Context: an optimization exercise on an open-source flow, tuned for small area. The choices shown serve that exercise and are no tape-out recipe.
Function was checked by simulation only, so behaviour that the tests miss may differ from the original.
No driver is modelled on the clock port, so clocking that relies on it looks cheaper here than on a real chip.
No activity file was given, so power comes from the tool's default toggle rates.

$ cat design.v
module pico_i2c_slave (
    input  wire       clk,
    input  wire       rst,
    input  wire       scl_i,
    input  wire       sda_i,
    output wire       sda_o,
    output reg        rx_ovf,
    output reg        tx_ovf,
    output reg  [1:0] diag_code
);
    localparam [1:0] BE_IDLE = 2'd0,
                     BE_ADDR = 2'd1,
                     BE_RX   = 2'd2,
                     BE_TX   = 2'd3;
    reg [1:0] be;
    reg [3:0] bitcnt;
    reg       rx_eq;
    reg [2:0] rx_lo;
    reg       rw;
    reg       scl_q, sda_q;
    reg       sda_out;
    reg [3:0] head;       
    reg       valid;      
    reg [1:0] mode;       
    reg [7:0] seq;        
    wire scl = scl_i;
    wire sda = sda_i & sda_out;
    wire lc_start = scl_q & scl &  sda_q & ~sda;
    wire lc_stop  = scl_q & scl & ~sda_q &  sda;
    wire lc_rise  = ~scl_q & scl & (sda_q == sda);
    wire lc_fall  = scl_q & ~scl & (sda_q == sda);
    wire bc_le7 = ~bitcnt[3];
    wire bc_8   = bitcnt[3] & ~bitcnt[0];
    wire bc_9   = bitcnt[3] &  bitcnt[0];
    wire bc_0   = bitcnt == 4'd0;
    wire bc_4   = ~bitcnt[3] & bitcnt[2] & ~bitcnt[1] & ~bitcnt[0];
    wire bc_le4 = ~bitcnt[3] & (~bitcnt[2] | (~bitcnt[1] & ~bitcnt[0]));
    wire bc_1to7 = ~bitcnt[3] & (bitcnt[2:0] != 3'd0);
    wire addr_hit = rx_eq & (rx_lo[2:1] == 2'b00);
    wire [1:0] rx_class = !rx_eq            ? 2'd1 :
                          (rx_lo == 3'b011) ? 2'd2 :
                          (rx_lo == 3'b100) ? 2'd3 :
                          (rx_lo == 3'b101) ? 2'd0 : 2'd1;
    wire [2:0] tx_pos = ~(bitcnt[2:0] & {3{~bitcnt[3]}});
    reg [7:0] cbyte;
    always @* begin
        case ({mode, head})
            {2'd0, 4'd0}: cbyte = 8'h41;
            {2'd0, 4'd1}: cbyte = 8'h42;
            {2'd0, 4'd2}: cbyte = 8'h43;
            {2'd0, 4'd3}: cbyte = 8'h44;
            {2'd0, 4'd4}: cbyte = 8'h31;
            {2'd0, 4'd5}: cbyte = 8'h32;
            {2'd0, 4'd6}: cbyte = 8'h33;
            {2'd0, 4'd7}: cbyte = 8'h34;
            {2'd0, 4'd8}: cbyte = 8'h35;
            {2'd0, 4'd9}: cbyte = 8'h36;
            {2'd0, 4'd10}: cbyte = 8'h37;
            {2'd0, 4'd11}: cbyte = 8'h38;
            {2'd0, 4'd12}: cbyte = 8'h05;
            {2'd0, 4'd14}: cbyte = 8'h26;
            {2'd1, 4'd0}: cbyte = 8'hFF;
            {2'd1, 4'd1}: cbyte = 8'hFF;
            {2'd1, 4'd2}: cbyte = 8'h00;
            {2'd1, 4'd3}: cbyte = 8'h00;
            {2'd1, 4'd4}: cbyte = 8'h00;
            {2'd1, 4'd5}: cbyte = 8'h00;
            {2'd1, 4'd6}: cbyte = 8'h00;
            {2'd1, 4'd7}: cbyte = 8'h00;
            {2'd1, 4'd8}: cbyte = 8'h00;
            {2'd1, 4'd9}: cbyte = 8'h00;
            {2'd1, 4'd10}: cbyte = 8'h00;
            {2'd1, 4'd11}: cbyte = 8'h00;
            {2'd1, 4'd12}: cbyte = 8'h01;
            {2'd1, 4'd14}: cbyte = 8'h0C;
            {2'd2, 4'd0}: cbyte = 8'h48;
            {2'd2, 4'd1}: cbyte = 8'h61;
            {2'd2, 4'd2}: cbyte = 8'h6E;
            {2'd2, 4'd3}: cbyte = 8'h64;
            {2'd2, 4'd4}: cbyte = 8'h72;
            {2'd2, 4'd5}: cbyte = 8'h61;
            {2'd2, 4'd6}: cbyte = 8'h64;
            {2'd2, 4'd7}: cbyte = 8'h20;
            {2'd2, 4'd8}: cbyte = 8'h30;
            {2'd2, 4'd9}: cbyte = 8'h30;
            {2'd2, 4'd10}: cbyte = 8'h30;
            {2'd2, 4'd11}: cbyte = 8'h31;
            {2'd2, 4'd12}: cbyte = 8'h03;
            {2'd2, 4'd14}: cbyte = 8'h49;
            {2'd3, 4'd0}: cbyte = 8'h3B;
            {2'd3, 4'd1}: cbyte = 8'h59;
            {2'd3, 4'd2}: cbyte = 8'hE8;
            {2'd3, 4'd3}: cbyte = 8'h2A;
            {2'd3, 4'd4}: cbyte = 8'hE9;
            {2'd3, 4'd5}: cbyte = 8'hB1;
            {2'd3, 4'd6}: cbyte = 8'hBE;
            {2'd3, 4'd7}: cbyte = 8'hD8;
            {2'd3, 4'd8}: cbyte = 8'h00;
            {2'd3, 4'd9}: cbyte = 8'h00;
            {2'd3, 4'd10}: cbyte = 8'h00;
            {2'd3, 4'd11}: cbyte = 8'h00;
            {2'd3, 4'd12}: cbyte = 8'h04;
            {2'd3, 4'd14}: cbyte = 8'h8F;
            default: cbyte = 8'h00;
        endcase
    end
    wire [6:0] cx = cbyte[6:0] ^ seq[6:0];
    wire [7:0] ones;
    assign ones[0] = 1'b1;
    genvar gi;
    generate for (gi = 1; gi < 8; gi = gi + 1) begin : g_ones
        assign ones[gi] = ones[gi-1] & cx[gi-1];
    end endgenerate
    wire cbit = cbyte[tx_pos];
    wire seqb = seq[tx_pos];
    wire tx_bit = (head == 4'd15) ? 1'b1 :
                  !valid          ? 1'b0 :
                  cbit ^ (seqb & (head == 4'd13 | head == 4'd14)) ^ (ones[tx_pos] & (head == 4'd14));
    wire ev_rx = lc_fall & (be == BE_RX) & bc_8;
    wire fetch = lc_fall & bc_9 &
                 ((be == BE_ADDR & rw) | (be == BE_TX & ~rx_lo[0]));
    wire keep = (be == BE_ADDR) | (be == BE_TX) |
                (be == BE_RX & (head == 4'd0 | head == 4'd9));
    assign sda_o = sda_out;
    always @(posedge clk) begin
        if (rst) begin
            be      <= BE_IDLE;
            rw      <= 1'b0;
            scl_q   <= 1'b1;
            sda_q   <= 1'b1;
            sda_out <= 1'b1;
        end else begin
            scl_q <= scl;
            sda_q <= sda;
            if (lc_start || lc_stop) begin
                be      <= lc_start ? BE_ADDR : BE_IDLE;
                sda_out <= 1'b1;
            end else if (lc_rise) begin
                if (be != BE_IDLE && !bc_9) begin
                    if (keep) begin
                        if (bc_le4)
                            rx_eq <= (bc_0 | rx_eq) &
                                     (sda == (be == BE_ADDR & bc_4));
                        else if (!bc_8 || be == BE_TX)
                            rx_lo <= {rx_lo[1:0], sda};
                    end
                end
            end else if (lc_fall) begin
                case (be)
                    BE_ADDR: begin
                        if (bc_8) begin
                            if (addr_hit) begin
                                rw      <= rx_lo[0];
                                sda_out <= 1'b0;
                            end else begin
                                be <= BE_IDLE;
                            end
                        end else if (bc_9) begin
                            if (!rw) begin
                                be      <= BE_RX;
                                sda_out <= 1'b1;
                            end else begin
                                be      <= BE_TX;
                                sda_out <= tx_bit;
                            end
                        end
                    end
                    BE_RX: begin
                        if (bc_8) begin
                            sda_out <= 1'b0;
                        end else if (bc_9) begin
                            sda_out <= 1'b1;
                        end
                    end
                    BE_TX: begin
                        if (bc_1to7) begin
                            sda_out <= tx_bit;
                        end else if (bc_8) begin
                            sda_out <= 1'b1;
                        end else if (bc_9) begin
                            if (!rx_lo[0]) begin
                                sda_out <= tx_bit;
                            end else begin
                                be      <= BE_IDLE;
                                sda_out <= 1'b1;
                            end
                        end
                    end
                    default: ;
                endcase
            end
        end
    end
    always @(posedge clk) begin
        if (rst) begin
            valid     <= 1'b0;
            rx_ovf    <= 1'b0;
            tx_ovf    <= 1'b0;
            diag_code <= 2'd0;
        end else begin
            diag_code <= 2'd0;
            if (ev_rx) begin
                if (head == 4'd9) begin
                    rx_ovf    <= 1'b1;
                    diag_code <= 2'd1;
                end else if (head == 4'd8) begin
                    valid <= 1'b1;
                    mode  <= rx_class;
                end
            end else if (fetch & (head == 4'd15)) begin
                tx_ovf    <= 1'b1;
                diag_code <= 2'd2;
            end
        end
    end
    wire       bc_clr = lc_start | lc_stop | (lc_fall & bc_9);
    wire       bc_inc = lc_rise & ~bc_9;
    wire       hd_clr = lc_start | lc_stop | (ev_rx & head == 4'd9);
    wire       hd_inc = ev_rx | (lc_rise & (be == BE_TX) & bc_8);
    wire       build  = ev_rx & (head == 4'd8);
    wire       sq_clr = build & ~valid;
    always @(posedge clk) begin
        bitcnt <= bc_clr ? 4'd0 : bitcnt + {3'd0, bc_inc};
        head   <= hd_clr ? 4'd0 : head + {3'd0, hd_inc};
        seq    <= sq_clr ? 8'd0 : seq + {7'd0, build};
    end
endmodule
$ cat flow/run.sh
#!/bin/bash
# Layout flow: the standard synthesis, then the combinational logic of
# the synthesized netlist is re-mapped by ABC with a stronger area script
# (flip-flops keep their instances, names and cell types), then the rest of
# the standard layout from floorplan to finish, with the smallest buffer
# (buf_1) as the port buffer that every input and output port gets, and a
# clock tree of clkbuf_4 buffers without dummy loads.
# Each tool's full output goes to a log file in this folder.
set -euo pipefail
HERE=$(pwd)
RES=$HERE/orfs/results/${FLOW_PLATFORM:-sky130hd}/pico_i2c_slave/base
YOSYS=$FLOW_HOME/../tools/install/yosys/bin/yosys
[ -x "$YOSYS" ] || YOSYS=yosys

bash standard.sh synth > standard_synth.log 2>&1

cp $RES/1_2_yosys.v $HERE/synth_standard.v
export LIB=$FLOW_HOME/platforms/sky130hd/lib/sky130_fd_sc_hd__tt_025C_1v80.lib
export IN_V=$HERE/synth_standard.v
export TOP=${FLOW_TOP:-pico_i2c_slave}
export DONT_USE="$(sed -n '/^export DONT_USE_CELLS/,/^#/p' $FLOW_HOME/platforms/sky130hd/config.mk | grep -o 'sky130_fd_sc_hd__[a-z0-9_]*' | tr '\n' ' ')"
export KEEP_CELLS="$(grep -o 'sky130_fd_sc_hd__[a-z0-9_]*' $IN_V | sort -u | grep -E '__(df|edf|sdf|dl|conb|tap|fill|decap|diode)' | tr '\n' ' ')"
# Two ABC scripts; the smaller result is used.
best=""; best_area=""
for v in a b; do
  export ABC_SCRIPT=$HERE/flow/reopt_$v.abc OUT_V=$HERE/synth_reopt_$v
  $YOSYS -c $HERE/flow/reopt.tcl > reopt_yosys_$v.log 2>&1
  python3 $HERE/flow/pick_top.py $OUT_V.all $OUT_V.v $TOP > pick_top_$v.log 2>&1
  area=$(grep "Chip area for top module" $OUT_V.stat | awk '{print $NF}')
  echo "script $v: area $area" >> reopt_choice.log
  if [ -z "$best" ] || awk "BEGIN{exit !($area < $best_area)}"; then best=$v; best_area=$area; fi
done
echo "using script $best" >> reopt_choice.log
cp $HERE/synth_reopt_$best.v $HERE/synth_reopt.v

# Hand the re-mapped netlist to the rest of the standard flow.
cp $HERE/synth_reopt.v $RES/1_2_yosys.v
touch $RES/1_2_yosys.v
export BUFFER_PORTS_ARGS="-buffer_cell sky130_fd_sc_hd__buf_1"
export CTS_ARGS="-sink_clustering_enable -repair_clock_nets -buf_list sky130_fd_sc_hd__clkbuf_4 -dont_use_dummy_load"
bash standard.sh finish > standard_finish.log 2>&1
$ cat flow/pick_top.py
# Keep only the top module of a Yosys netlist (drops the library cell models).
import sys, re
s = open(sys.argv[1]).read()
mods = re.findall(r'(module\s+(\S+?)\s*\(.*?endmodule)', s, re.S)
top = [m for m, n in mods if n == sys.argv[3]]
assert len(top) == 1, "top module not found"
open(sys.argv[2], 'w').write(top[0] + "\n")
print("kept", sys.argv[3], "of", [n for m, n in mods][:5], "...")
$ cat flow/reopt.tcl
# Re-map the combinational logic of a mapped sky130hd netlist.
# Flip-flops (and tie cells) are kept as they are: same instances, names and
# cell types. Every other cell is replaced by its function (from the
# liberty file) and the logic is re-mapped by ABC with an area script.
yosys -import
set lib    $::env(LIB)
set in     $::env(IN_V)
set out    $::env(OUT_V)
set top    $::env(TOP)
set script $::env(ABC_SCRIPT)
read_liberty -ignore_miss_func $lib
read_verilog $in
hierarchy -top $top
foreach c $::env(KEEP_CELLS) { setattr -mod -set keep_hierarchy 1 $c }
flatten
opt_clean -purge
opt -purge
set du {}
foreach c $::env(DONT_USE) { lappend du -dont_use $c }
abc -liberty $lib {*}$du -script $script
opt_clean -purge
hilomap -singleton -hicell sky130_fd_sc_hd__conb_1 HI -locell sky130_fd_sc_hd__conb_1 LO
splitnets
opt_clean -purge
tee -o $out.stat stat -liberty $lib
write_verilog -noattr -noexpr -nohex -nodec $out.all
$ cat flow/reopt_a.abc
strash
balance
rewrite
refactor
balance
rewrite
rewrite -z
balance
refactor -z
rewrite -z
balance
balance
rewrite
refactor
balance
rewrite
rewrite -z
balance
refactor -z
rewrite -z
balance
balance
rewrite
refactor
balance
rewrite
rewrite -z
balance
refactor -z
rewrite -z
balance
dch
amap
topo
$ cat flow/reopt_b.abc
strash
&get -n
&deepsyn -J 100 -T 300
&put
dch
amap
topo
$ cat standard.sh
#!/bin/bash
# synth_recipe.tcl (not shown) runs the flow's synth.tcl, then flattens the netlist and writes it again
# the make line also repeats each setting of config.mk as NAME=value (left out here)
make -C /OpenROAD-flow-scripts/flow DESIGN_CONFIG=/design/flow/config.mk WORK_HOME=/design/flow/orfs CLKGATE_MAP_FILE= SYNTH_SCRIPT=/design/flow/synth_recipe.tcl "${@:-finish}"
$ cat config.mk
export PLATFORM = sky130hd
export DESIGN_NAME = pico_i2c_slave
export DESIGN_NICKNAME = pico_i2c_slave
export VERILOG_FILES = /design/flow/design.v
export SDC_FILE = /design/flow/constraint.sdc
export NUM_CORES = 4
export LEC_CHECK = 0
export CAP_MARGIN = 20
export CORE_MARGIN = 2
export CORE_UTILIZATION = 40
export SLEW_MARGIN = 20
$ cat constraint.sdc
create_clock -name core_clock -period 10.0 [get_ports {clk}]
set_input_delay 2.0000 -clock core_clock [delete_from_list [all_inputs] [get_ports {clk}]]
set_output_delay 2.0000 -clock core_clock [all_outputs]
set_load 0.01 [all_outputs]
==> qor.txt, run 1 <==
STATUS
---------------------------------------------------------------------------------
Status                                                               finished clean

DIE
---------------------------------------------------------------------------------
Top-level I/O count                                                             9
Initial core utilization                                                    41.4%
Core Box Area                                                            4690 µm²
Die footprint                                                            5430 µm²
Placement Rows                                                                 25
Die X-Extent                                                              73.7 µm
Die span in y                                                             73.7 µm

GLOBAL ROUTE
---------------------------------------------------------------------------------
First-pass GRT wire length                                                8990 µm
Total congestion overflow after global routing                                  0
Via count of the first global-routing pass                                   1853
Initial antenna violation count                                                 0
GRT Overall Usage                                                           21.6%
Pin count of the biggest net entering global routing                           15

DRT
---------------------------------------------------------------------------------
Routed wire length per instance                                           14.7 µm
DRC errors left                                                                 0
Initial DRC count                                                             129
Iteration count of the initial detailed-routing pass                            4
Via count                                                                    1967
Antenna Nets Post-Route                                                         0
Vias/cell                                                                    5.67
Drt total wl                                                              5120 µm

LAYOUT
---------------------------------------------------------------------------------
Final cell area excluding filler cells                                   2080 µm²
Area of the multi-input gates                                            1070 µm²
Cell Count, Final, Fillers Out                                                347
Number of fill cells in the layout                                            503
Total number of nets in the final design                                      299
Layout cell share with drive strength beyond 1                              1.71%
Sequential cell area in the final layout                                  721 µm²
Area growth from synthesis to layout                                        6.96%
Antenna diode instance count                                                    0

CLOCK TREE
---------------------------------------------------------------------------------
Level count of the clock H-tree                                                 2
CTS root buf                                                             clkbuf_4
Buffer depth of the longest clock path                                          2
Number of gates resized after CTS                                               0
TritonCTS clock tree                                                          yes
Clock slew seen by the registers of the worst setup and hold paths        0.09 ns
Later-pin clock latency in the skew report                                0.33 ns
Number of hold buffers added after cts                                          0
Number of clock sinks seen by CTS                                              33
Post-CTS setup buffers                                                          0
Cts bufs inserted                                                               5

STA
---------------------------------------------------------------------------------
Final critical delay including setup and external delays                  5.02 ns
Top achievable clock speed                                              0.199 GHz
Worst-case headroom to the max-slew limit                                   59.6%
Final-layout worst hold slack                                            0.459 ns
Final number of max-transition violations                                       0
Final Skew                                                              0.0294 ns
Transition time at the pin with the least slew margin                    0.600 ns
Sum Neg Setup Slack                                                          0 ns
Number of hold violations in the final report                                   0
Unrepaired setup endpoints after global routing                                no
Share of the clock period used by the worst path                            50.2%
Final setup viols                                                               0

SETUP PATH
---------------------------------------------------------------------------------
Critical setup path kind                                             input pin to register
Stage delay of the slowest cell on the critical path                      0.36 ns
Number of cell instances on the worst register-to-register path                16
Slowest library cell on the worst path                                      or3_1
Worst-path cell chain                                                buf_1 > nand2_1 > nor2_1 > a21oi_1 > nand3_1 > nor2_1 > clkinv_1 > or3_1 > or3_1 > or2_0 > nor2_1 > nand2_1 > nor2_1 > and2_0 > nand2_1 > nor3_1 > nor2_1 > a211oi_1
Worst flop-to-flop path endpoint                                          sda_out
Critical path fanouts, max                                                      6
CP endpoint kind                                                         register
Worst setup startpoint                                                      sda_i
Setup slack of the worst register-to-register path                        6.07 ns
Cell seen most often among critical-path stages                            nor2_1
Critical path buffer and inverter count                                         2
Top cell family by delay on the critical path                        simple AND/OR/NAND/NOR gates
Arrival time worst endpoint                                               5.24 ns
Category of the worst setup path launch point                           input pin
Reg-to-reg startpoint                                                     head[0]
Required arrival time at the worst endpoint                              10.22 ns

POWER AND IR DROP
---------------------------------------------------------------------------------
Worst voltage drop across the vdd grid                                  0.0572 mV
Total net switching power                                             0.0000570 W
Proportion of power drawn by the clock network                              27.6%
Switching power as a share of total power                                   25.4%
Lkg Pwr                                                                  0.691 nW
Register share of total power                                               62.4%
Logic pwr share                                                             10.1%
Power density of the placed cells                                      108 nW/µm²
Internal power                                                         0.000168 W

PLACEMENT
---------------------------------------------------------------------------------
Number of buffers inserted by port buffering                                    8
HPWL reported at the end of detailed placement                            4010 µm
Placed standard-cell area                                                2040 µm²
GPL Wtd Cong                                                                0.953
Total instance count after detailed placement                                 342

LOGIC SYNTHESIS
---------------------------------------------------------------------------------
Post-synthesis cell area                                                 1940 µm²
Warnings, synthesis                                                             1
Count of mapped cells out of synthesis                                        280
Synthesized area divided by synthesized cell count                       6.94 µm²
Synth Net Count                                                               284

RUN
---------------------------------------------------------------------------------
Count of max-cap constraint violations                                          0

HOLD PATH
---------------------------------------------------------------------------------
Number of stages on the worst hold path                                         1
End point of the worst hold path                                           tx_ovf
Worst hold start                                                           tx_ovf
Hold/Removal Path Class                                              register to register

[power groups by stage]
| stage | Combinational [W] | Clock, W | Sequential [W] |
|---|---|---|---|
| 2_1_floorplan | 0.0000170 | 0 | 0.000142 |
| 3_3_place_gp | 0.0000226 | 0 | 0.000143 |
| 3_5_place_dp | 0.0000224 | 0 | 0.000143 |
| 4_1_cts | 0.0000226 | 0.0000649 | 0.000140 |
| 5_1_grt | 0.0000267 | 0.0000701 | 0.000141 |
| 6_report | 0.0000226 | 0.0000619 | 0.000140 |
[routing by layer]
layer,share of wire [%],routed length (µm),up-vias,GRT usage [%]
li1,-,-,1026,-
met1,47,2380,862,30.0
met2,46,2340,68,34.0
met3,5.9,300,11,3.43
met4,1.8,94,0,7.68
met5,0,0,-,0
[worst max-delay path by stage]
stage                     endpoint  depth (start not counted)
after floorplan             seq[7]                         17
after global placement      seq[7]                         18
after detailed placement    seq[7]                         18
after CTS                   seq[7]                         18
after global routing        seq[7]                         18
final                       seq[7]                         18
[metrics by stage]
step | power [W] | util, % | setup slack [ns]
finish | 0.000225 | 44.3 | 4.98
global route | 0.000237 | 44.3 | 4.52
CTS | 0.000227 | 44.3 | 5.00
detailed placement | 0.000166 | 43.5 | 4.66
global placement | 0.000166 | 43.5 | 4.79
floorplan | 0.000159 | - | 5.10
[worst reg2reg max path: cells and delay by family (launching register included)]
family / cells / cell delay (ns)
AOI/OAI and AO/OA: 9 / 1.88
buffers and inverters: 2 / 0.54
DFF: 1 / 0.64
and+or+nand+nor: 5 / 0.75
[registers in the layout, indices dropped and copies added (netlist names)]
signal and cells:
rx_ovf 1, rx_lo 3, tx_ovf 1, scl_q 1
sda_out 1, sda_q 1, diag_code 2, rw 1
be 2, head 4, bitcnt 4, rx_eq 1
seq 8, valid 1, mode 2
[layout by cell type, fill, tap and decap left out, types with 2 or more instances in the layout]
cell type	count
nand3_1	5
edfxtp_1	6
or3_1	5
nor2_1	72
o21a_1	6
o221ai_1	3
a221oi_1	3
nor4_1	5
o32ai_1	3
buf_1	8
o21ai_0	15
a31oi_1	4
o211ai_1	2
nor3_1	16
a21o_1	2
nand2_1	24
clkinv_1	40
a21oi_1	12
o22ai_1	4
clkbuf_4	5
dfxtp_1	27
a211oi_1	12
[area by class of cell]
type,count,area share [%]
flip-flops and latches,33,34.7
clock buffers,5,1.81
repair buffers,8,1.45
well taps,54,3.25
inverters,40,7.23
multi-input cells,207,51.6
==> run 2, diff against run 1 <==
--- a/design.v
+++ b/design.v
@@ -140,6 +140,4 @@
                     if (keep) begin
-                        if (bc_le4)
-                            rx_eq <= (bc_0 | rx_eq) &
-                                     (sda == (be == BE_ADDR & bc_4));
-                        else if (!bc_8 || be == BE_TX)
+                        if (bc_le4) begin
+                        end else if (!bc_8 || be == BE_TX)
                             rx_lo <= {rx_lo[1:0], sda};
@@ -221,3 +219,6 @@
     wire       sq_clr = build & ~valid;
+    wire       eq_upd = lc_rise & (be != BE_IDLE) & ~bc_9 & keep & bc_le4;
+    wire       eq_bit = sda == (be == BE_ADDR & bc_4);
     always @(posedge clk) begin
+        rx_eq  <= (rx_eq & ~(eq_upd & ~eq_bit)) | (eq_upd & bc_0 & eq_bit);
         bitcnt <= bc_clr ? 4'd0 : bitcnt + {3'd0, bc_inc};
--- a/flow/run.sh
+++ b/flow/run.sh
@@ -22,9 +22,16 @@
 export KEEP_CELLS="$(grep -o 'sky130_fd_sc_hd__[a-z0-9_]*' $IN_V | sort -u | grep -E '__(df|edf|sdf|dl|conb|tap|fill|decap|diode)' | tr '\n' ' ')"
-# Two ABC scripts; the smaller result is used.
+# Several ABC scripts (an iterated rewrite script, and deep synthesis with
+# four fixed seeds), run in parallel; the smallest result is used.
+VARIANTS="a b0 b1 b2 b3"
+for v in $VARIANTS; do
+  ( export ABC_SCRIPT=$HERE/flow/reopt_$v.abc OUT_V=$HERE/synth_reopt_$v
+    $YOSYS -c $HERE/flow/reopt.tcl > reopt_yosys_$v.log 2>&1
+    python3 $HERE/flow/pick_top.py $OUT_V.all $OUT_V.v $TOP > pick_top_$v.log 2>&1 ) &
+done
+wait
 best=""; best_area=""
-for v in a b; do
-  export ABC_SCRIPT=$HERE/flow/reopt_$v.abc OUT_V=$HERE/synth_reopt_$v
-  $YOSYS -c $HERE/flow/reopt.tcl > reopt_yosys_$v.log 2>&1
-  python3 $HERE/flow/pick_top.py $OUT_V.all $OUT_V.v $TOP > pick_top_$v.log 2>&1
-  area=$(grep "Chip area for top module" $OUT_V.stat | awk '{print $NF}')
+for v in $VARIANTS; do
+  [ -s $HERE/synth_reopt_$v.v ] || { echo "script $v: failed" >> reopt_choice.log; continue; }
+  area=$(grep "Chip area for top module" $HERE/synth_reopt_$v.stat | awk '{print $NF}')
+  [ -n "$area" ] || continue
   echo "script $v: area $area" >> reopt_choice.log
==> flow/reopt_b0.abc (new file) <==
strash
&get -n
&deepsyn -J 100 -T 300 -S 0
&put
dch
amap
topo
==> flow/reopt_b1.abc (new file) <==
strash
&get -n
&deepsyn -J 100 -T 300 -S 1
&put
dch
amap
topo
==> flow/reopt_b2.abc (new file) <==
strash
&get -n
&deepsyn -J 100 -T 300 -S 2
&put
dch
amap
topo
==> flow/reopt_b3.abc (new file) <==
strash
&get -n
&deepsyn -J 100 -T 300 -S 3
&put
dch
amap
topo
--- a/config.mk
+++ b/config.mk
@@ -9,3 +9,3 @@
 export CORE_MARGIN = 2
-export CORE_UTILIZATION = 40
+export CORE_UTILIZATION = 60
 export SLEW_MARGIN = 20
removed: flow/reopt_b.abc
==> run 2 against run 1 <==
  * Still clean on timing, DRC and antenna
  * Setup slack improved by 0.27 ns
  * Synthesized cell count decreased by 3.6%
  * Combinational power increased by 67%
  * Via count increased by 1.9%
  * Clock skew decreased by 0.012 ns
  * Final area decreased by 3.6%
  * Sequential share of layout area increased by 0.78 points
  * Core utilization increased by 22 points
  * Largest cell class unchanged
==> qor.txt, run 2 <==
STATUS
---------------------------------------------------------------------------------
Status                                                               finished clean

GLOBAL ROUTE
---------------------------------------------------------------------------------
Pin count of the biggest net entering global routing                           12
Initial antenna violation count                                                 0
Total congestion overflow after global routing                                  0
First-pass GRT wire length                                                7890 µm
Via count of the first global-routing pass                                   1774
GRT Overall Usage                                                           29.1%

DRT
---------------------------------------------------------------------------------
Drt total wl                                                              4680 µm
Antenna Nets Post-Route                                                         0
Routed wire length on met3                                                 294 µm
Highest Signal Layer                                                         met4
Via count                                                                    2004
Initial DRC count                                                             159
Iteration count of the initial detailed-routing pass                            7
Routed wire length per instance                                           14.3 µm
Vias/cell                                                                    6.13
Wire length on met2                                                       2120 µm
DRC errors left                                                                 0
M1 wire length                                                            2120 µm

POWER AND IR DROP
---------------------------------------------------------------------------------
Lkg Pwr                                                                  0.659 nW
Power density of the placed cells                                      124 nW/µm²
Logic pwr share                                                             15.2%
Worst voltage drop across the vdd grid                                  0.0951 mV
Proportion of power drawn by the clock network                              25.6%
Total net switching power                                             0.0000730 W
Register share of total power                                               59.2%
Switching power as a share of total power                                   29.4%
Internal power                                                         0.000176 W

SETUP PATH
---------------------------------------------------------------------------------
Stage delay of the slowest cell on the critical path                      0.34 ns
Setup slack of the worst register-to-register path                        6.59 ns
Count of cell instances traversed by the critical path                         17
Number of cell instances on the worst register-to-register path                17
Worst flop-to-flop path endpoint                                          sda_out
Slowest library cell on the worst path                                     nor3_1
Arrival time worst endpoint                                               5.00 ns
Critical setup path kind                                             input pin to register
Cell seen most often among critical-path stages                           nand2_1
Reg-to-reg startpoint                                                     head[3]
Category of the worst setup path launch point                           input pin
Worst-path cell chain                                                buf_1 > nand2_1 > nand2_1 > o21ai_0 > nor3_1 > o2111ai_1 > a21oi_1 > nand2_1 > nor3_1 > clkinv_1 > nor3_1 > nand2_1 > nor2_1 > nand2_1 > nor3_1 > nor2_1 > a211oi_1
Critical path fanouts, max                                                      6
CP endpoint kind                                                         register
Top cell family by delay on the critical path                        simple AND/OR/NAND/NOR gates
Required arrival time at the worst endpoint                              10.25 ns
Critical path buffer and inverter count                                         2

STA
---------------------------------------------------------------------------------
Final Skew                                                              0.0172 ns
Share of the clock period used by the worst path                            47.4%
Sum Neg Setup Slack                                                          0 ns
Top achievable clock speed                                              0.211 GHz
Worst-case headroom to the max-slew limit                                   52.3%
Unrepaired setup endpoints after global routing                                no
Final setup viols                                                               0
Transition time at the pin with the least slew margin                    0.707 ns
Final number of max-transition violations                                       0
Final critical delay including setup and external delays                  4.74 ns
Number of hold violations in the final report                                   0

LAYOUT
---------------------------------------------------------------------------------
Antenna diode instance count                                                    0
Total number of nets in the final design                                      289
Number of flip-flops under the largest register name                            8
Register containing the most flip-flops in the final layout                   seq
Leading registers by flop count                                      seq (8), bitcnt (4), head (4)
Share of the core filled with cells                                         66.2%
Area growth from synthesis to layout                                        6.52%
Layout cell share with drive strength beyond 1                              1.77%
Most used cells in the layout excluding fill and tap cells           nor2_1 (66), clkinv_1 (41), dfxtp_1 (28)
Number of fill cells in the layout                                            293
Commonest non-fill, non-tap cell in the layout                             nor2_1

DIE
---------------------------------------------------------------------------------
Die footprint                                                            3600 µm²
Die X-Extent                                                              60.0 µm
Placement Rows                                                                 20
Top-level I/O count                                                             9
Core Box Area                                                            3030 µm²
Initial core utilization                                                    62.1%
Die span in y                                                             60.0 µm

CLOCK TREE
---------------------------------------------------------------------------------
Buffer depth of the longest clock path                                          2
Later-pin clock latency in the skew report                                0.34 ns
Number of clock sinks seen by CTS                                              33
Number of gates resized after CTS                                               0
Number of hold buffers added after cts                                          0
Post-CTS setup buffers                                                          0
TritonCTS clock tree                                                          yes
Clock slew seen by the registers of the worst setup and hold paths        0.09 ns
CTS root buf                                                             clkbuf_4
Level count of the clock H-tree                                                 2
Cts bufs inserted                                                               5

HOLD PATH
---------------------------------------------------------------------------------
Number of stages on the worst hold path                                         1
Hold/Removal Path Class                                              register to register
Worst hold start                                                           rx_ovf
End point of the worst hold path                                           rx_ovf

LOGIC SYNTHESIS
---------------------------------------------------------------------------------
Count of mapped cells out of synthesis                                        270
Post-synthesis cell area                                                 1880 µm²
Synth Net Count                                                               274
Warnings, synthesis                                                             1
Synthesized area divided by synthesized cell count                       6.97 µm²

PLACEMENT
---------------------------------------------------------------------------------
Number of buffers inserted by port buffering                                    8
GPL Wtd Cong                                                                0.943
HPWL reported at the end of detailed placement                            3610 µm

RUN
---------------------------------------------------------------------------------
Count of max-cap constraint violations                                          0

run 2: power by group through the flow:
stage	Sequential [W]	Clock, W	Combinational, W
2_1_floorplan	0.000147	0	0.0000288
3_5_place_dp	0.000150	0	0.0000367
5_1_grt	0.000148	0.0000696	0.0000427
4_1_cts	0.000147	0.0000646	0.0000368
3_3_place_gp	0.000150	0	0.0000364
6_report	0.000147	0.0000637	0.0000377
run 2: layout make-up:
cell class	instances	area [µm²]	area share, %
Clock buffer	5	37.5	1.87
Sequential cell	33	711	35.5
Tap cell	44	55.1	2.75
Multi-Input combinational cell	196	1020	50.7
Inverter	41	154	7.68
Timing Repair Buffer	8	30.0	1.50
run 2: metal layers:
metal,global-route usage [%],up-vias
li1,-,995
met4,14.9,0
met2,44.9,74
met3,7.14,18
met5,0,-
met1,37.7,917
run 2: worst max path at each step:
stage,start,slack [ns],endpoint
global placement,sda_i,5.18,seq[7]
CTS,sda_i,5.26,seq[7]
finish,sda_i,5.26,seq[7]
detailed placement,sda_i,4.92,seq[7]
global route,sda_i,4.73,seq[7]
floorplan,sda_i,5.53,seq[7]
run 2: metrics by stage:
step	instance area (µm²)	setup slack, ns	power [W]	hold slack, ns	std cells
6_report	2000	5.26	0.000249	0.457	327
5_1_grt	2000	4.73	0.000260	0.476	327
4_1_cts	2000	5.26	0.000248	0.461	327
3_5_place_dp	1970	4.92	0.000187	0.444	322
3_3_place_gp	1970	5.18	0.000186	0.435	322
2_1_floorplan	1880	5.53	0.000176	0.437	270
run 2: worst register-to-register path, cell delays in order (launching register included):
cell and delay, ns:
dfxtp_1 0.48, clkinv_1 0.29, nor2_1 0.29, o21ai_0 0.20, nand2_1 0.10, o21ai_0 0.07
a222oi_1 0.48, clkinv_1 0.19, o221ai_1 0.20, o2111a_1 0.24, nor2_1 0.06, a21oi_1 0.14
or2_0 0.13, nand2_1 0.05, nand2b_1 0.13, o211ai_1 0.09, nand3_1 0.10, o2111ai_1 0.08
==> run 3, diff against run 2 <==
--- a/config.mk
+++ b/config.mk
@@ -9,3 +9,3 @@
 export CORE_MARGIN = 2
-export CORE_UTILIZATION = 60
+export CORE_UTILIZATION = 75
 export SLEW_MARGIN = 20
==> run 3 against run 2 <==
  * Die area decreased by 19%
  * Critical path depth stayed put
  * Sequential cell count unchanged
  * Setup slack better by 0.0020 ns
  * Area after synthesis is the same
==> qor.txt, run 3 <==
STATUS
---------------------------------------------------------------------------------
Status                                                               finished clean

LAYOUT
---------------------------------------------------------------------------------
Area growth from synthesis to layout                                        5.59%
Total number of nets in the final design                                      289
Register containing the most flip-flops in the final layout                   seq
Layout cell share with drive strength beyond 1                              1.77%
Cell Count, Final, Fillers Out                                                313
Antenna diode instance count                                                    0
Leading registers by flop count                                      seq (8), bitcnt (4), head (4)
Number of flip-flops under the largest register name                            8
Most used cells in the layout excluding fill and tap cells           nor2_1 (66), clkinv_1 (41), dfxtp_1 (28)
Commonest non-fill, non-tap cell in the layout                             nor2_1

SETUP PATH
---------------------------------------------------------------------------------
Cell seen most often among critical-path stages                           nand2_1
Required arrival time at the worst endpoint                              10.25 ns
Top cell family by delay on the critical path                        simple AND/OR/NAND/NOR gates
Stage delay of the slowest cell on the critical path                      0.34 ns
CP endpoint kind                                                         register
Category of the worst setup path launch point                           input pin
Setup slack of the worst register-to-register path                        6.47 ns
Slowest library cell on the worst path                                     nor3_1
Worst-path cell chain                                                buf_1 > nand2_1 > nand2_1 > o21ai_0 > nor3_1 > o2111ai_1 > a21oi_1 > nand2_1 > nor3_1 > clkinv_1 > nor3_1 > nand2_1 > nor2_1 > nand2_1 > nor3_1 > nor2_1 > a211oi_1
Critical setup path kind                                             input pin to register
Critical path fanouts, max                                                      6
Critical path buffer and inverter count                                         2
Arrival time worst endpoint                                               4.99 ns

GLOBAL ROUTE
---------------------------------------------------------------------------------
Initial antenna violation count                                                 0
Total congestion overflow after global routing                                  0
First-pass GRT wire length                                                7900 µm
Via count of the first global-routing pass                                   1831
Pin count of the biggest net entering global routing                           12
GRT Overall Usage                                                           37.6%

DIE
---------------------------------------------------------------------------------
Placement Rows                                                                 18
Die span in y                                                             54.1 µm
Die X-Extent                                                              54.1 µm
Core Box Area                                                            2430 µm²
Die footprint                                                            2920 µm²
Initial core utilization                                                    77.3%
Top-level I/O count                                                             9

CLOCK TREE
---------------------------------------------------------------------------------
Number of clock sinks seen by CTS                                              33
Clock slew seen by the registers of the worst setup and hold paths        0.11 ns
Later-pin clock latency in the skew report                                0.34 ns
Number of hold buffers added after cts                                          0
TritonCTS clock tree                                                          yes
Level count of the clock H-tree                                                 2
Post-CTS setup buffers                                                          0
Buffer depth of the longest clock path                                          2
Number of gates resized after CTS                                               0
Cts bufs inserted                                                               5
CTS root buf                                                             clkbuf_4

PLACEMENT
---------------------------------------------------------------------------------
Number of buffers inserted by port buffering                                    8
Worst-case setup slack after placement                                    4.96 ns
GPL Wtd Cong                                                                0.953
Total instance count after detailed placement                                 308
HPWL reported at the end of detailed placement                            3830 µm

STA
---------------------------------------------------------------------------------
Top achievable clock speed                                              0.211 GHz
Final critical delay including setup and external delays                  4.74 ns
Share of the clock period used by the worst path                            47.4%
Final number of max-transition violations                                       0
Final setup viols                                                               0
Smallest setup slack after layout                                         5.26 ns
Transition time at the pin with the least slew margin                    0.739 ns
Sum Neg Setup Slack                                                          0 ns
Unrepaired setup endpoints after global routing                                no
Final Skew                                                              0.0317 ns
Worst-case headroom to the max-slew limit                                   50.1%
Number of hold violations in the final report                                   0

LOGIC SYNTHESIS
---------------------------------------------------------------------------------
Count of mapped cells out of synthesis                                        270
Synth Net Count                                                               274
Post-synthesis cell area                                                 1880 µm²
Synthesized area divided by synthesized cell count                       6.97 µm²
Warnings, synthesis                                                             1

DRT
---------------------------------------------------------------------------------
DRC errors left                                                                 0
Antenna Nets Post-Route                                                         0
Iteration count of the initial detailed-routing pass                            8
Drt total wl                                                              4990 µm
Vias/cell                                                                    6.67
Via count                                                                    2088
Initial DRC count                                                             185
Routed wire length per instance                                           15.9 µm

RUN
---------------------------------------------------------------------------------
Count of max-cap constraint violations                                          0

HOLD PATH
---------------------------------------------------------------------------------
Hold/Removal Path Class                                              register to register

POWER AND IR DROP
---------------------------------------------------------------------------------
Lkg Pwr                                                                  0.659 nW
Worst voltage drop across the vdd grid                                   0.134 mV
Power density of the placed cells                                      126 nW/µm²

==> run 3: cell counts in the layout (fill, tap and decap cells not counted) <==
Identical to the previous run, type by type.
==> run 3: through the flow <==
stage,hold slack [ns],utilization [%],area [µm²],total power (W)
global route,0.483,81.6,1990,0.000257
finish,0.469,81.6,1990,0.000249
floorplan,0.437,-,1880,0.000176
detailed placement,0.447,80.1,1950,0.000187
CTS,0.470,81.6,1990,0.000248
global placement,0.436,80.1,1950,0.000186
==> run 3: metal layers <==
layer  vias to the layer above  GRT usage (%)  part of all wire [%]
li1                       1000              -                     -
met1                       910           44.7                    39
met2                       155           62.8                    48
met3                        23           10.0                    10
met4                         0           17.5                   3.0
met5                         -              0                     0
==> run 3: final timing paths <==
kind,endpoint,cells past startpoint,from
setup / recovery,seq[7],17,sda_i
hold / removal,tx_ovf,1,tx_ovf
setup reg to reg,sda_out,17,head[3]
hold reg to reg,tx_ovf,1,tx_ovf
==> run 3: final cells by class <==
class	count	area [µm²]
well taps	30	37.5
flip-flops and latches	33	711
inverters	41	154
repair buffers	8	30.0
multi-input cells	196	1020
clock buffers	5	37.5
fillers	171	447
==> run 3: power breakdown <==
part	total, W	switching, W	internal, W
sequential	0.000147	0.00000775	0.000139
combinational	0.0000394	0.0000264	0.0000131
clock	0.0000629	0.0000395	0.0000234
==> run 4, diff against run 3 <==
--- a/config.mk
+++ b/config.mk
@@ -9,3 +9,3 @@
 export CORE_MARGIN = 2
-export CORE_UTILIZATION = 75
+export CORE_UTILIZATION = 40
 export SLEW_MARGIN = 20
==> run 4 against run 3 <==
  * Still clean on timing, DRC and antenna
  * Sequential power barely moved
  * Maximum frequency increased by 0.96%
  * Clock-buffer cell count did not move
  * Clock power is 1% higher
  * Highest routed layer unchanged
==> qor.txt, run 4 <==
SETUP PATH
---------------------------------------------------------------------------------
Required arrival time at the worst endpoint                              10.25 ns
Top cell family by delay on the critical path                        simple AND/OR/NAND/NOR gates
Setup slack of the worst register-to-register path                        6.49 ns
Reg-to-reg startpoint                                                     head[3]
Worst-path cell chain                                                buf_1 > nand2_1 > nand2_1 > o21ai_0 > nor3_1 > o2111ai_1 > a21oi_1 > nand2_1 > nor3_1 > clkinv_1 > nor3_1 > nand2_1 > nor2_1 > nand2_1 > nor3_1 > nor2_1 > a211oi_1
Slowest library cell on the worst path                                     nor3_1
Worst flop-to-flop path endpoint                                          sda_out
Critical path fanouts, max                                                      6
Cell seen most often among critical-path stages                           nand2_1
Arrival time worst endpoint                                               4.95 ns
Number of cell instances on the worst register-to-register path                17
Critical path buffer and inverter count                                         2
Category of the worst setup path launch point                           input pin
CP endpoint kind                                                         register
Critical setup path kind                                             input pin to register
Stage delay of the slowest cell on the critical path                      0.32 ns

LOGIC SYNTHESIS
---------------------------------------------------------------------------------
Warnings, synthesis                                                             1
Count of mapped cells out of synthesis                                        270
Post-synthesis cell area                                                 1880 µm²
Synthesized area divided by synthesized cell count                       6.97 µm²
Synth Net Count                                                               274

PLACEMENT
---------------------------------------------------------------------------------
Number of buffers inserted by port buffering                                    8
HPWL reported at the end of detailed placement                            3900 µm
Placed standard-cell area                                                1980 µm²
GPL Wtd Cong                                                                0.996

DIE
---------------------------------------------------------------------------------
Die X-Extent                                                              72.6 µm
Placement Rows                                                                 24
Die span in y                                                             72.6 µm
Initial core utilization                                                    42.3%
Core Box Area                                                            4440 µm²
Die footprint                                                            5270 µm²
Top-level I/O count                                                             9

GLOBAL ROUTE
---------------------------------------------------------------------------------
GRT Overall Usage                                                           20.5%
First-pass GRT wire length                                                8460 µm
Initial antenna violation count                                                 0
Via count of the first global-routing pass                                   1793
Pin count of the biggest net entering global routing                           12
Total congestion overflow after global routing                                  0

POWER AND IR DROP
---------------------------------------------------------------------------------
Lkg Pwr                                                                  0.659 nW
Worst voltage drop across the vdd grid                                   0.101 mV
Tot Pwr                                                                0.000249 W
Power density of the placed cells                                      124 nW/µm²

HOLD PATH
---------------------------------------------------------------------------------
Hold/Removal Path Class                                              register to register
Worst hold start                                                           tx_ovf
End point of the worst hold path                                           tx_ovf
Number of stages on the worst hold path                                         1

CLOCK TREE
---------------------------------------------------------------------------------
Buffer depth of the longest clock path                                          2
Cts bufs inserted                                                               5
Level count of the clock H-tree                                                 2
Number of hold buffers added after cts                                          0
Number of clock sinks seen by CTS                                              33
CTS root buf                                                             clkbuf_4
Later-pin clock latency in the skew report                                0.34 ns
Clock slew seen by the registers of the worst setup and hold paths        0.09 ns
Number of gates resized after CTS                                               0
TritonCTS clock tree                                                          yes
Post-CTS setup buffers                                                          0

STA
---------------------------------------------------------------------------------
Final-layout worst hold slack                                            0.454 ns
Transition time at the pin with the least slew margin                    0.742 ns
Final critical delay including setup and external delays                  4.69 ns
Number of hold violations in the final report                                   0
Unrepaired setup endpoints after global routing                                no
Top achievable clock speed                                              0.213 GHz
Sum Neg Setup Slack                                                          0 ns
Final Skew                                                              0.0331 ns
Final setup viols                                                               0
Share of the clock period used by the worst path                            46.9%
Worst-case headroom to the max-slew limit                                   49.9%
Final number of max-transition violations                                       0

LAYOUT
---------------------------------------------------------------------------------
Commonest non-fill, non-tap cell in the layout                             nor2_1
Layout cell share with drive strength beyond 1                              1.77%
Sequential cell area in the final layout                                  711 µm²
Number of fill cells in the layout                                            456
Antenna diode instance count                                                    0
Area of the multi-input gates                                            1020 µm²
Leading registers by flop count                                      seq (8), bitcnt (4), head (4)
Register containing the most flip-flops in the final layout                   seq
Number of flip-flops under the largest register name                            8
Total number of nets in the final design                                      289
Area growth from synthesis to layout                                        7.05%
Final cell area excluding filler cells                                   2010 µm²
Share of the core filled with cells                                         45.3%
Most used cells in the layout excluding fill and tap cells           nor2_1 (66), clkinv_1 (41), dfxtp_1 (28)

DRT
---------------------------------------------------------------------------------
Via count                                                                    2001
Vias/cell                                                                    5.97
Iteration count of the initial detailed-routing pass                            5
Routed wire length per instance                                           14.6 µm
Initial DRC count                                                             117
Drt total wl                                                              4890 µm
Antenna Nets Post-Route                                                         0
DRC errors left                                                                 0

RUN
---------------------------------------------------------------------------------
Count of max-cap constraint violations                                          0

STATUS
---------------------------------------------------------------------------------
Status                                                               finished clean

[run 4: worst register-to-register path, stage by stage (launching register included)]
cell and delay, ns:
dfxtp_1 0.48, clkinv_1 0.28, nor2_1 0.32, o21ai_0 0.22, nand2_1 0.11, o21ai_0 0.08, a222oi_1 0.47, clkinv_1 0.19
o221ai_1 0.19, o2111a_1 0.25, nor2_1 0.06, a21oi_1 0.17, or2_0 0.13, nand2_1 0.05, nand2b_1 0.14, o211ai_1 0.11
nand3_1 0.11, o2111ai_1 0.09
[run 4: routing by layer]
metal	share of wire, %	global-route usage, %	vias to the layer above
met5	0	0	-
met4	2.3	7.82	0
met3	6.1	4.44	17
met2	43	31.6	81
met1	48	28.2	898
li1	-	-	1005
[run 4: worst max-delay path by stage]
stage / start / end / slack (ns) / cells after the start
after detailed placement: sda_i / seq[7] / 4.95 / 17
after global placement: sda_i / seq[7] / 5.17 / 17
after global routing: sda_i / seq[7] / 4.76 / 17
after CTS: sda_i / seq[7] / 5.30 / 17
after floorplan: sda_i / seq[7] / 5.53 / 16
final: sda_i / seq[7] / 5.31 / 17
[run 4: report_power, final]
group	internal (W)	total (W)	leakage, nW	switching, W
registers	0.000139	0.000147	0.272	0.00000757
logic	0.0000131	0.0000390	0.364	0.0000259
clock network	0.0000234	0.0000636	0.0230	0.0000402
total	0.000176	0.000249	0.659	0.0000737
[run 4: layout make-up]
type / instances / area share, %
clock buffer: 5 / 1.86
inverter: 41 / 7.64
multi-input combinational: 196 / 50.5
sequential: 33 / 35.3
tap: 52 / 3.23
timing repair buffer: 8 / 1.49
[run 4: per-stage QoR]
stage	setup WS (ns)	cells
detailed placement	4.95	330
global placement	5.17	330
floorplan	5.53	270
CTS	5.30	335
global route	4.76	335
finish	5.31	335
==> run 5, diff against run 4 <==
--- a/flow/run.sh
+++ b/flow/run.sh
@@ -46,3 +46,4 @@
 export BUFFER_PORTS_ARGS="-buffer_cell sky130_fd_sc_hd__buf_1"
-export CTS_ARGS="-sink_clustering_enable -repair_clock_nets -buf_list sky130_fd_sc_hd__clkbuf_4 -dont_use_dummy_load"
+export PRE_CTS_TCL=$HERE/flow/pre_cts.tcl CTS_NBUF=1 CTS_BUF=sky130_fd_sc_hd__clkbuf_16
+export CTS_ARGS="-clk_nets clk -repair_clock_nets -buf_list sky130_fd_sc_hd__clkbuf_8 -dont_use_dummy_load"
 bash standard.sh finish > standard_finish.log 2>&1
==> flow/pre_cts.tcl (new file) <==
# Clock buffering done here instead of by TritonCTS: the flip-flops are split
# into CTS_NBUF groups by position (left to right), and one buffer of type
# CTS_BUF placed at the centre of each group drives the group's clock pins.
# The clock port drives only these buffers; TritonCTS is then run on the
# clock port's net alone.
set block [ord::get_db_block]
set db [ord::get_db]
set nbuf $::env(CTS_NBUF)
set master [$db findMaster $::env(CTS_BUF)]
set clknet [$block findNet clk]
set sinks {}
foreach iterm [$clknet getITerms] {
  set loc [[$iterm getInst] getLocation]
  lappend sinks [list [lindex $loc 0] [lindex $loc 1] $iterm]
}
set sinks [lsort -integer -index 0 $sinks]
set n [llength $sinks]
for {set g 0} {$g < $nbuf} {incr g} {
  set lo [expr {($g * $n) / $nbuf}]
  set hi [expr {(($g + 1) * $n) / $nbuf - 1}]
  set inst [odb::dbInst_create $block $master clkbuf_root_$g]
  set net [odb::dbNet_create $block clk_root_$g]
  $net setSigType CLOCK
  set sx 0; set sy 0; set k 0
  foreach s [lrange $sinks $lo $hi] {
    set iterm [lindex $s 2]
    set sx [expr {$sx + [lindex $s 0]}]
    set sy [expr {$sy + [lindex $s 1]}]
    incr k
    $iterm disconnect
    $iterm connect $net
  }
  [$inst findITerm A] connect $clknet
  [$inst findITerm X] connect $net
  $inst setLocation [expr {$sx / $k}] [expr {$sy / $k}]
  $inst setPlacementStatus PLACED
  puts "pre_cts: clkbuf_root_$g drives $k clock pins"
}
global_connect
==> run 5 against run 4 <==
  * Wire length is 1.1% lower
  * Die area stayed put
  * Hold slack gained 0.014 ns
  * Area after synthesis unchanged
  * Maximum frequency shrank 2.9%
  * Highest routed layer unchanged
==> qor.txt, run 5 <==
STATUS
---------------------------------------------------------------------------------
Status                                                               finished clean

LOGIC SYNTHESIS
---------------------------------------------------------------------------------
Post-synthesis cell area                                                 1880 µm²
Count of mapped cells out of synthesis                                        270
Warnings, synthesis                                                             1
Synth Net Count                                                               274
Synthesized area divided by synthesized cell count                       6.97 µm²

PLACEMENT
---------------------------------------------------------------------------------
Total instance count after detailed placement                                 330
GPL Wtd Cong                                                                0.996
Number of buffers inserted by port buffering                                    8
HPWL reported at the end of detailed placement                            3900 µm

STA
---------------------------------------------------------------------------------
Final setup viols                                                               0
Top achievable clock speed                                              0.207 GHz
Unrepaired setup endpoints after global routing                                no
Transition time at the pin with the least slew margin                    0.684 ns
Sum Neg Setup Slack                                                          0 ns
Final critical delay including setup and external delays                  4.83 ns
Share of the clock period used by the worst path                            48.3%
Final number of max-transition violations                                       0
Worst-case headroom to the max-slew limit                                   53.8%
Final Skew                                                             0.00483 ns
Number of hold violations in the final report                                   0

LAYOUT
---------------------------------------------------------------------------------
Sequential cell area in the final layout                                  711 µm²
Commonest non-fill, non-tap cell in the layout                             nor2_1
Antenna diode instance count                                                    0
Area of the multi-input gates                                            1020 µm²
Layout cell share with drive strength beyond 1                             0.358%
Number of fill cells in the layout                                            454
Total number of nets in the final design                                      285
Area growth from synthesis to layout                                        6.39%
Cell Count, Final, Fillers Out                                                331
Most used cells in the layout excluding fill and tap cells           nor2_1 (66), clkinv_1 (41), dfxtp_1 (28)
Leading registers by flop count                                      seq (8), bitcnt (4), head (4)
Share of the core filled with cells                                         45.0%
Number of flip-flops under the largest register name                            8
Register containing the most flip-flops in the final layout                   seq

DRT
---------------------------------------------------------------------------------
Initial DRC count                                                             146
DRC errors left                                                                 0
Via count                                                                    1969
Antenna Nets Post-Route                                                         0
Routed wire length per instance                                           14.6 µm
Drt total wl                                                              4840 µm
Vias/cell                                                                    5.95
Iteration count of the initial detailed-routing pass                            6

DIE
---------------------------------------------------------------------------------
Die footprint                                                            5270 µm²
Die X-Extent                                                              72.6 µm
Placement Rows                                                                 24
Top-level I/O count                                                             9
Die span in y                                                             72.6 µm
Core Box Area                                                            4440 µm²
Initial core utilization                                                    42.3%

GLOBAL ROUTE
---------------------------------------------------------------------------------
Pin count of the biggest net entering global routing                           34
Initial antenna violation count                                                 0
GR peak layer                                                                met2
Grt met3 use                                                                1.39%
Met2 track demand over resource in global routing                           31.7%
Total congestion overflow after global routing                                  0
GRT Overall Usage                                                           19.1%
Met1 track utilization from global routing                                  28.1%
First-pass GRT wire length                                                8330 µm
Via count of the first global-routing pass                                   1745

CLOCK TREE
---------------------------------------------------------------------------------
Clock slew seen by the registers of the worst setup and hold paths        0.12 ns
Later-pin clock latency in the skew report                                0.18 ns
Number of gates resized after CTS                                               0
Post-CTS setup buffers                                                          0
Number of hold buffers added after cts                                          0

SETUP PATH
---------------------------------------------------------------------------------
Top cell family by delay on the critical path                        simple AND/OR/NAND/NOR gates
Cell seen most often among critical-path stages                           nand2_1
Arrival time worst endpoint                                               4.94 ns
Critical path buffer and inverter count                                         2
Stage delay of the slowest cell on the critical path                      0.32 ns
Category of the worst setup path launch point                           input pin
Number of cell instances on the worst register-to-register path                17
Reg-to-reg startpoint                                                     head[3]
Setup slack of the worst register-to-register path                        6.48 ns
CP endpoint kind                                                         register
Required arrival time at the worst endpoint                              10.11 ns
Slowest library cell on the worst path                                     nor3_1
Critical path fanouts, max                                                      6
Critical setup path kind                                             input pin to register
Worst-path cell chain                                                buf_1 > nand2_1 > nand2_1 > o21ai_0 > nor3_1 > o2111ai_1 > a21oi_1 > nand2_1 > nor3_1 > clkinv_1 > nor3_1 > nand2_1 > nor2_1 > nand2_1 > nor3_1 > nor2_1 > a211oi_1
Worst flop-to-flop path endpoint                                          sda_out

POWER AND IR DROP
---------------------------------------------------------------------------------
Lkg Pwr                                                                  0.648 nW
Worst voltage drop across the vdd grid                                  0.0936 mV
Power density of the placed cells                                      119 nW/µm²

HOLD PATH
---------------------------------------------------------------------------------
Number of stages on the worst hold path                                         1
Hold/Removal Path Class                                              register to register
Worst hold start                                                           tx_ovf
End point of the worst hold path                                           tx_ovf

RUN
---------------------------------------------------------------------------------
Count of max-cap constraint violations                                          0

run 5: worst max path at each step:
stage | start | end | slack [ns] | depth (start not counted)
2_1_floorplan | sda_i | seq[7] | 5.53 | 16
3_3_place_gp | sda_i | seq[7] | 5.17 | 17
3_5_place_dp | sda_i | seq[7] | 4.95 | 17
4_1_cts | sda_i | seq[7] | 4.95 | 17
5_1_grt | sda_i | seq[7] | 4.60 | 17
6_report | sda_i | seq[7] | 5.17 | 17
run 5: per-stage QoR:
step	power [W]	hold slack, ns	worst slack [ns]	instance area [µm²]
3_3_place_gp	0.000188	0.439	5.17	1980
5_1_grt	0.000250	0.489	4.60	2000
2_1_floorplan	0.000176	0.437	5.53	1880
6_report	0.000238	0.468	5.17	2000
3_5_place_dp	0.000188	0.445	4.95	1980
4_1_cts	0.000226	0.443	4.95	2000
run 5: where the power goes:
| group | internal [W] | leakage [nW] | switching [W] |
|---|---|---|---|
| Combinational | 0.0000131 | 0.364 | 0.0000257 |
| Clock | 0.0000188 | 0.0123 | 0.0000340 |
| Sequential | 0.000139 | 0.272 | 0.00000766 |
run 5: per-layer routing:
metal / wire [µm] / vias up
met5: 0 / -
met2: 2180 / 76
met4: 46 / 0
li1: - / 999
met3: 250 / 6
met1: 2360 / 888
run 5: layout make-up:
cell class | instances | share of cell area [%]
Buffer | 1 | 1.25
Inverter | 41 | 7.69
Multi-Input combinational cell | 196 | 50.8
Sequential cell | 33 | 35.5
Tap cell | 52 | 3.25
Timing Repair Buffer | 8 | 1.50
==> run 6, diff against run 5 <==
--- a/flow/run.sh
+++ b/flow/run.sh
@@ -5,4 +5,5 @@
 # the standard layout from floorplan to finish, with the smallest buffer
-# (buf_1) as the port buffer that every input and output port gets, and a
-# clock tree of clkbuf_4 buffers without dummy loads.
+# (buf_1) as the port buffer that every input and output port gets, and the
+# clock buffered by one clkbuf_16 (flow/pre_cts.tcl, run before TritonCTS)
+# that drives all flip-flop clock pins.
 # Each tool's full output goes to a log file in this folder.
@@ -47,3 +48,3 @@
 export PRE_CTS_TCL=$HERE/flow/pre_cts.tcl CTS_NBUF=1 CTS_BUF=sky130_fd_sc_hd__clkbuf_16
-export CTS_ARGS="-clk_nets clk -repair_clock_nets -buf_list sky130_fd_sc_hd__clkbuf_8 -dont_use_dummy_load"
+export CTS_ARGS="-clk_nets clk -repair_clock_nets -buf_list sky130_fd_sc_hd__clkbuf_16 -dont_use_dummy_load"
 bash standard.sh finish > standard_finish.log 2>&1
==> run 6 against run 5 <==
  * Final area unchanged
  * Core utilization did not move
  * Sequential power is essentially flat
  * Clock power about the same
  * Register-to-register slack about the same
  * Highest routed layer unchanged
  * Clock skew is the same
  * First-iteration DRC count stayed put
  * Synthesized cell count stayed put
==> qor.txt, run 6 <==
GLOBAL ROUTE
---------------------------------------------------------------------------------
First-pass GRT wire length                                                8330 µm
Initial antenna violation count                                                 0
Via count of the first global-routing pass                                   1745
Total congestion overflow after global routing                                  0
Pin count of the biggest net entering global routing                           34
GRT Overall Usage                                                           19.1%

DRT
---------------------------------------------------------------------------------
DRC errors left                                                                 0
Initial DRC count                                                             146
Vias/cell                                                                    5.95
Drt total wl                                                              4840 µm
Iteration count of the initial detailed-routing pass                            6
Routed wire length per instance                                           14.6 µm
Antenna Nets Post-Route                                                         0
Via count                                                                    1969

STA
---------------------------------------------------------------------------------
Top achievable clock speed                                              0.207 GHz
Unrepaired setup endpoints after global routing                                no
Final number of max-transition violations                                       0
Final-layout worst hold slack                                            0.468 ns
Final setup viols                                                               0
Final Skew                                                             0.00483 ns
Share of the clock period used by the worst path                            48.3%
Sum Neg Setup Slack                                                          0 ns
Final critical delay including setup and external delays                  4.83 ns
Transition time at the pin with the least slew margin                    0.684 ns
Worst-case headroom to the max-slew limit                                   53.8%
Number of hold violations in the final report                                   0

LOGIC SYNTHESIS
---------------------------------------------------------------------------------
Post-synthesis cell area                                                 1880 µm²
Count of mapped cells out of synthesis                                        270
Synthesized area divided by synthesized cell count                       6.97 µm²
Synth Net Count                                                               274
Warnings, synthesis                                                             1

LAYOUT
---------------------------------------------------------------------------------
Share of the core filled with cells                                         45.0%
Area growth from synthesis to layout                                        6.39%
Number of flip-flops under the largest register name                            8
Total number of nets in the final design                                      285
Register containing the most flip-flops in the final layout                   seq
Commonest non-fill, non-tap cell in the layout                             nor2_1
Antenna diode instance count                                                    0
Leading registers by flop count                                      seq (8), bitcnt (4), head (4)
Layout cell share with drive strength beyond 1                             0.358%
Most used cells in the layout excluding fill and tap cells           nor2_1 (66), clkinv_1 (41), dfxtp_1 (28)

SETUP PATH
---------------------------------------------------------------------------------
CP endpoint kind                                                         register
Critical path fanouts, max                                                      6
Category of the worst setup path launch point                           input pin
Arrival time worst endpoint                                               4.94 ns
Cell seen most often among critical-path stages                           nand2_1
Number of cell instances on the worst register-to-register path                17
Critical path buffer and inverter count                                         2
Top cell family by delay on the critical path                        simple AND/OR/NAND/NOR gates
Worst-path cell chain                                                buf_1 > nand2_1 > nand2_1 > o21ai_0 > nor3_1 > o2111ai_1 > a21oi_1 > nand2_1 > nor3_1 > clkinv_1 > nor3_1 > nand2_1 > nor2_1 > nand2_1 > nor3_1 > nor2_1 > a211oi_1
Slowest library cell on the worst path                                     nor3_1
Count of cell instances traversed by the critical path                         17
Stage delay of the slowest cell on the critical path                      0.32 ns
Required arrival time at the worst endpoint                              10.11 ns
Critical setup path kind                                             input pin to register

DIE
---------------------------------------------------------------------------------
Die footprint                                                            5270 µm²
Die span in y                                                             72.6 µm
Initial core utilization                                                    42.3%
Top-level I/O count                                                             9
Die X-Extent                                                              72.6 µm
Core Box Area                                                            4440 µm²
Placement Rows                                                                 24

POWER AND IR DROP
---------------------------------------------------------------------------------
Switching power as a share of total power                                   28.2%
Lkg Pwr                                                                  0.648 nW
Power density of the placed cells                                      119 nW/µm²
Logic pwr share                                                             16.3%
Proportion of power drawn by the clock network                              22.1%
Register share of total power                                               61.6%
Worst voltage drop across the vdd grid                                  0.0936 mV
Internal power                                                         0.000171 W
Total net switching power                                             0.0000673 W

RUN
---------------------------------------------------------------------------------
Count of max-cap constraint violations                                          0

CLOCK TREE
---------------------------------------------------------------------------------
Number of hold buffers added after cts                                          0
Clock slew seen by the registers of the worst setup and hold paths        0.12 ns
Post-CTS setup buffers                                                          0
Later-pin clock latency in the skew report                                0.18 ns
Number of gates resized after CTS                                               0

PLACEMENT
---------------------------------------------------------------------------------
GPL Wtd Cong                                                                0.996
Number of buffers inserted by port buffering                                    8
HPWL reported at the end of detailed placement                            3900 µm

HOLD PATH
---------------------------------------------------------------------------------
Hold/Removal Path Class                                              register to register
Number of stages on the worst hold path                                         1

STATUS
---------------------------------------------------------------------------------
Status                                                               finished clean

-- run 6: worst reg2reg max path: stages (launching register included) --
cell and delay (ns):
dfxtp_1 0.50, clkinv_1 0.29, nor2_1 0.31, o21ai_0 0.22, nand2_1 0.11, o21ai_0 0.08, a222oi_1 0.47, clkinv_1 0.19
o221ai_1 0.19, o2111a_1 0.25, nor2_1 0.06, a21oi_1 0.17, or2_0 0.13, nand2_1 0.04, nand2b_1 0.14, o211ai_1 0.10
nand3_1 0.11, o2111ai_1 0.09
-- run 6: final timing paths --
check          start      end  slack [ns]
max reg2reg  head[3]  sda_out        6.48
min           tx_ovf   tx_ovf        0.47
max            sda_i   seq[7]        5.17
min reg2reg   tx_ovf   tx_ovf        0.47
-- run 6: area by class of cell --
type | count | area (µm²)
Buffer | 1 | 25.0
Fill cell | 454 | 2440
Inverter | 41 | 154
Multi-Input combinational cell | 196 | 1020
Sequential cell | 33 | 711
Tap cell | 52 | 65.1
Timing Repair Buffer | 8 | 30.0
-- run 6: metrics by stage --
stage	setup WS (ns)	area, µm²	power (W)	std cells
floorplan	5.53	1880	0.000176	270
global placement	5.17	1980	0.000188	330
detailed placement	4.95	1980	0.000188	330
CTS	4.95	2000	0.000226	331
global route	4.60	2000	0.000250	331
finish	5.17	2000	0.000238	331
-- run 6: per-layer routing --
layer  vias to the layer above  wire (µm)  GRT usage, %
met5                         -          0             0
met4                         0         46          2.26
met3                         6        250          1.39
met2                        76       2180          31.7
met1                       888       2360          28.1
li1                        999          -             -
-- run 6: power by group through the flow --
stage               logic [W]  registers [W]  clock network (W)
floorplan           0.0000288       0.000147                  0
global placement    0.0000383       0.000150                  0
detailed placement  0.0000382       0.000150                  0
CTS                 0.0000384       0.000150          0.0000382
global route        0.0000444       0.000148          0.0000583
finish              0.0000388       0.000147          0.0000528

==> port drivers added, routing unchanged <==
Ports are ideal in the flow. The routed layouts listed here were re-timed in OpenROAD.
Step 1: set_driving_cell puts a clkbuf_16 on clk and a buf_2 on each other input, an assumption about the parent block.
Step 2 moves the port delays by t, midway between the first and last clock arrival at a register: inputs arrive t later, outputs are due t later. That takes back most of the time a late clock gives input paths.
Slacks: no drivers / after step 1 / after step 2; pairs: no drivers / after step 1.
run | t (ns) | slack for setup (ns) | worst setup path after step 2 | worst register clock-pin slew, ns | worst data-port slew with drivers (ns)
run 1 | 0.340 | 4.984 / 4.987 / 4.647 | input to register | 0.10 / 0.10 | 0.03
run 2 | 0.351 | 5.259 / 5.260 / 4.909 | input to register | 0.10 / 0.10 | 0.03
run 3 | 0.352 | 5.261 / 5.264 / 4.912 | input to register | 0.11 / 0.11 | 0.03
run 4 | 0.343 | 5.306 / 5.307 / 4.964 | input to register | 0.10 / 0.10 | 0.03
run 5 | 0.207 | 5.168 / 5.177 / 4.970 | input to register | 0.12 / 0.12 | 0.03
run 6 | 0.207 | 5.168 / 5.177 / 4.970 | input to register | 0.12 / 0.12 | 0.03
After both steps every run listed still meets setup and hold. The setup slack of run 2, which loses most, moves by +0.001 ns with the drivers and by -0.350 ns with both steps.
